What follows belongs to an exercise in optimizing a design on an open flow for small area; a production flow would make more cautious choices. Function was checked by simulation only, so behaviour that the tests miss may differ from the original. The clock port is modelled as an ideal driver; clocking choices that lean on that would not hold on a real chip. Power and IR drop assume default switching activity.

Setup of job 101:
==> module irtx, before the edit <==
module irtx (
    input  wire        clk,
    input  wire        rst,         
    input  wire        cmd_valid,
    input  wire [39:0] cmd_word,
    input  wire [3:0]  trig,
    output wire        ir_out,
    output wire        busy,
    output wire        cmd_ready
);
    reg        bsy;
    reg        s;        
    reg [5:0]  p;        
    reg [31:0] c;
    wire       fr = ~(p[5] & p[4] & ~p[0]);    
    wire [4:0] lt = c[31:27];
    wire       g1 = c[26];   
    wire       tab = c[25];  
    wire lt0 = (lt == 5'd0);
    wire lt1 = (lt == 5'd1);
    assign ir_out    = bsy & ~s & (lt0 | lt[4] | (lt[3] & lt[2] & lt[1]));
    assign busy      = bsy;
    assign cmd_ready = ~bsy;
    wire [7:0]  op = cmd_word[39:32];
    wire        az = (cmd_word[31:16] == 16'd0);
    wire        bz = (cmd_word[15:0] == 16'd0);
    wire        bk = (cmd_word[15:2] == 14'd0);
    wire d_carr  = (op[7:1] == 7'b0001000) & az & ~bz;
    wire d_space = (op == 8'h20) & ~(az & bz);
    wire d_tx    = (op[7:1] == 7'b0011000);
    wire d_sendk = (op == 8'h40) & az & bk;
    wire t_any   = |trig;
    wire [1:0] t_k = trig[0] ? 2'd0 : trig[1] ? 2'd1 : trig[2] ? 2'd2 : 2'd3;
    wire sp    = cmd_valid & d_space;
    wire go    = cmd_valid ? (d_carr | d_space | d_tx | d_sendk) : t_any;
    wire acc   = ~bsy & ~rst & go;
    wire sendk = cmd_valid ? d_sendk : 1'b1;
    wire [1:0] k = cmd_valid ? cmd_word[1:0] : t_k;
    wire frn   = sendk | d_tx;
    wire g1n   = sendk ? (k == 2'd2) : op[0];
    wire [31:0] ld;
    assign ld[1:0]   = k;
    assign ld[6:2]   = cmd_word[6:2];
    assign ld[15:7]  = frn ? (g1n ? 9'd96 : 9'd346) : cmd_word[15:7];
    assign ld[23:16] = cmd_word[23:16];
    assign ld[24]    = d_tx ? cmd_word[7] : cmd_word[24];
    assign ld[25]    = sp ? cmd_word[25] : sendk;
    assign ld[26]    = sp ? cmd_word[26] : g1n;
    assign ld[31:27] = frn ? 5'd0 : cmd_word[31:27];
    wire plain = ~fr & s;
    wire pls   = ~plain;
    wire       b0 = ~fr & (plain | lt1);
    wire [7:0] lo = {1'b0, c[6:0]} - {7'd0, b0};
    wire       b7 = fr ? lt1 : lo[7];
    wire [9:0] hn = {1'b0, c[15:7]} - {9'd0, b7};
    wire       b16 = plain & hn[9];
    wire [11:0] mn = {1'b0, c[26:16]} - {11'd0, b16};
    wire       b27 = pls | mn[11];
    wire [4:0] ln0 = lt - {4'd0, b27};
    wire [4:0] ln  = (pls & lt0) ? (g1 ? 5'd24 : 5'd25) : ln0;
    wire [31:0] dec = {ln, mn[10:0], hn[8:0], lo[6:0]};
    wire zl  = (c[6:1] == 6'd0);
    wire zh  = (c[15:8] == 8'd0);
    wire zm  = (c[26:16] == 11'd0);
    wire fin = fr ? (c[7] & zh & lt1)
                  : (c[0] & zl & ~c[7] & zh & (s ? (zm & lt0) : lt1));
    wire last = g1 ? (s & p[2] & p[0] & ~p[4])
                   : (~s & p[5] & ~p[0]);
    wire nxc = fin & fr & ~last;
    wire [5:0] pn = s ? p : ((g1 & p[4] & p[2] & p[1]) ? 6'd0 : p + 6'd1);
    wire k0 = c[0], k1 = c[1];
    wire [7:0] ta = {k1, 1'b0, k1, 2'b00, ~(k1 & ~k0), 1'b0, k1};
    wire [7:0] tc = {2'b00, k1 & k0, k1, k1 & k0, k1, ~k1, k0 ^ k1};
    wire [7:0] fv = tab ? (p[4] ? tc : ta) : (p[4] ? {c[24], c[6:0]} : c[23:16]);
    wire bit_ = fv[p[2:0]] ^ p[3];
    wire st_ms = p[5];    
    reg [8:0] hk;
    reg [4:0] lk;
    always @(*) begin
        lk = 5'd0;
        if (s) begin
            hk = g1 ? (bit_ ? 9'd48 : 9'd24) : 9'd22;
        end else if (g1) begin
            hk = 9'd24;                   
        end else if (st_ms) begin
            hk = 9'd174; lk = 5'd2;       
        end else if (bit_) begin
            hk = 9'd65;  lk = 5'd22;      
        end else begin
            hk = 9'd22;  lk = 5'd16;      
        end
    end
    always @(posedge clk) begin
        if (rst)
            bsy <= 1'b0;
        else if (acc)
            bsy <= 1'b1;
        else if (fin & ~nxc)
            bsy <= 1'b0;
        if (~bsy) begin
            s  <= sp;
            p  <= {~(g1n & frn), ~(g1n & frn), 3'b111, frn};
            c  <= ld;
        end else begin
            c <= dec;
            if (nxc) begin
                s <= ~s;
                p <= pn;
                c[15:7]  <= hk;
                c[31:27] <= lk;
            end
        end
    end
endmodule
Settings: LEC_CHECK=0, CAP_MARGIN=0, CORE_MARGIN=2, CORE_UTILIZATION=65, SLEW_MARGIN=0; clock period 10.0 ns.
standard.sh (not shown) runs the stock make flow with config.mk's settings and CLKGATE_MAP_FILE= SYNTH_SCRIPT=/design/flow/synth_recipe.tcl, a recipe that flattens the netlist after the stock synthesis.
==> flow/flow/run.sh <==
#!/bin/bash
# Layout flow: the standard synthesis, then its combinational logic
# re-mapped by ABC with area-oriented scripts, some of them with ABC's deep
# synthesis (the smallest of their results is kept; every register of the standard synthesis is kept as it is: same
# instance, name and cell type), then the standard floorplan-to-finish
# steps, with the port buffers made of the smallest buffer cell and the clock
# tree made by flow/clkbuf.tcl. Each tool writes its full output to a log here.
set -euo pipefail
R=orfs/results/$FLOW_PLATFORM/irtx/base
LIB=$FLOW_HOME/platforms/$FLOW_PLATFORM/lib/sky130_fd_sc_hd__tt_025C_1v80.lib
YOSYS=$(command -v yosys || echo "$FLOW_HOME/../tools/install/yosys/bin/yosys")

# 1. standard synthesis
bash standard.sh synth > synth.log 2>&1
cp $R/1_2_yosys.v std_1_2_yosys.v

# 2. re-map the combinational logic; registers are black boxes
python3 flow/mkmodels.py "$LIB" models.v > mkmodels.log 2>&1
DU=$(sed 's/^/-dont_use /' flow/dont_use.txt | tr '\n' ' ')
resyn() {
  local s=$1 n
  n=$(basename $s .abc)
  "$YOSYS" -l resyn_$n.log -p "read_verilog models.v; read_verilog std_1_2_yosys.v; \
      hierarchy -top $FLOW_TOP; flatten; opt -purge; techmap; opt -purge; \
      abc -script $PWD/$s -liberty $LIB $DU; \
      splitnets; opt_clean -purge; \
      hilomap -singleton -hicell sky130_fd_sc_hd__conb_1 HI -locell sky130_fd_sc_hd__conb_1 LO; \
      insbuf -buf sky130_fd_sc_hd__buf_1 A X; opt_clean -purge; \
      select -module $FLOW_TOP; write_verilog -noattr -nohex -nodec -selected resyn_$n.v; \
      tee -o resyn_$n.stat stat -liberty $LIB" > resyn_$n.out 2>&1 || true
}
# ABC's deep synthesis, with a range of random seeds
mkdir -p abc
cp flow/area*.abc abc/
for seed in $(seq 1 16); do
  printf "strash\n&get -n\n&deepsyn -T 20 -S $seed\n&dch -f\n&nf -a -R 1000\n&put\n" > abc/deep$seed.abc
done
# the scripts run side by side
jobs_max=${NUM_CORES:-4}
for s in abc/*.abc; do
  while (( $(jobs -rp | wc -l) >= jobs_max )); do sleep 1; done
  resyn $s &
done
wait
best=""; best_area=""
for s in abc/*.abc; do
  n=$(basename $s .abc)
  a=$(awk '/Chip area/ {print $NF}' resyn_$n.stat 2>/dev/null || true)
  echo "$n $a" >> resyn_areas.txt
  if [[ -n "$a" ]] && { [[ -z "$best_area" ]] || awk -v x="$a" -v y="$best_area" 'BEGIN{exit !(x < y)}'; }; then
    best=$n; best_area=$a
  fi
done
echo "kept $best $best_area" >> resyn_areas.txt
if [[ -n "$best" ]]; then
  cp resyn_$best.v $R/1_2_yosys.v
  rm -f $R/1_synth.odb $R/1_synth.sdc
fi

# 3. the rest of the standard flow
bash standard.sh "BUFFER_PORTS_ARGS=-buffer_cell sky130_fd_sc_hd__buf_1" \
  "PRE_CTS_TCL=$PWD/flow/clkbuf.tcl" finish > make.log 2>&1
Other scripts of this flow, unchanged in this note and not shown: flow/flow/area1.abc, flow/flow/area2.abc, flow/flow/area3.abc, flow/flow/area4.abc, flow/flow/clkbuf.tcl, flow/flow/dont_use.txt, flow/flow/mkmodels.py
## Diff of input files: job 102 against job 101
--- a/flow/design.v
+++ b/flow/design.v
@@ -11,9 +11,9 @@
     reg        bsy;
     reg        s;        
     reg [5:0]  p;        
     reg [31:0] c;
-    wire       fr = ~(p[5] & p[4] & ~p[0]);    
+    wire       fr = ~(p[5] & p[4] & ~p[3]);    
     wire [4:0] lt = c[31:27];
     wire       g1 = c[26];   
     wire       tab = c[25];  
     wire lt0 = (lt == 5'd0);
@@ -72,9 +72,9 @@
     wire [7:0] ta = {k1, 1'b0, k1, 2'b00, ~(k1 & ~k0), 1'b0, k1};
     wire [7:0] tc = {2'b00, k1 & k0, k1, k1 & k0, k1, ~k1, k0 ^ k1};
     wire [7:0] fv = tab ? (p[4] ? tc : ta) : (p[4] ? {c[24], c[6:0]} : c[23:16]);
     wire bit_ = fv[p[2:0]] ^ p[3];
-    wire st_ms = p[5];    
+    wire st_ms = p[5] & p[0];
     reg [8:0] hk;
     reg [4:0] lk;
     always @(*) begin
         lk = 5'd0;
@@ -96,11 +96,11 @@
         else if (acc)
             bsy <= 1'b1;
         else if (fin & ~nxc)
             bsy <= 1'b0;
-        if (~bsy) begin
+        if (acc) begin
             s  <= sp;
-            p  <= {~(g1n & frn), ~(g1n & frn), 3'b111, frn};
+            p  <= {~(g1n & frn), ~(g1n & frn), {4{frn}}};
             c  <= ld;
         end else begin
             c <= dec;
             if (nxc) begin
### Flow results
- Job 102 ended up with a higher combinational power than job 101 did.
- Max freq job 101 -> job 102: improved
- Clock period minus worst slack on job 102 is ahead of job 101.
- Between job 102 and job 101, the difference in post-synthesis to final-layout area growth is negligible.
- In the reports for job 102 and job 101, the larger overall fraction of global-route tracks in use belongs to job 101.
- Summary — final total power, job 102 relative to job 101: higher, by 26%.
- Compared job 102 vs job 101, and multi-input gate count is down in job 102.
- | number of inserted filler cells in the final layout | job 102 vs job 101 | 20 higher |
- Looking at job 102 and job 101, the residual overflow from global routing is a wash.
- Cmp job 102 vs job 101: wire length on met3 higher in job 102
- Min worst clock skew across job 102 and job 101: job 101
- Compare job 102 and job 101 | sequential share of power lower: job 102

port drivers added, routing unchanged:
No port has a modelled driver above. Below, the same layouts with a new extraction and two added sets of constraints. Step 1, drivers: a clkbuf_16 drives clk and a buf_2 each remaining input, both assumed. Step 2, shift: input delay + t, output delay - t, t = (earliest + latest rising clock arrival at the registers) / 2. This alone moves slack from input paths to output paths. a / b / c = ideal / step 1 / step 2; a / b = the first two.
run	t (ns)	setup slack, ns	worst setup path after step 2	slew at the worst register clock pin (ns)
job 101	0.196	4.939 / 4.939 / 4.939	register to register	0.09 / 0.09
job 102	0.192	5.027 / 5.027 / 4.889	input to register	0.09 / 0.09
After both steps every run listed still meets setup and hold. For job 102, which loses most, drivers alone change the setup slack by 0.000 ns; drivers and shift together by -0.138 ns.
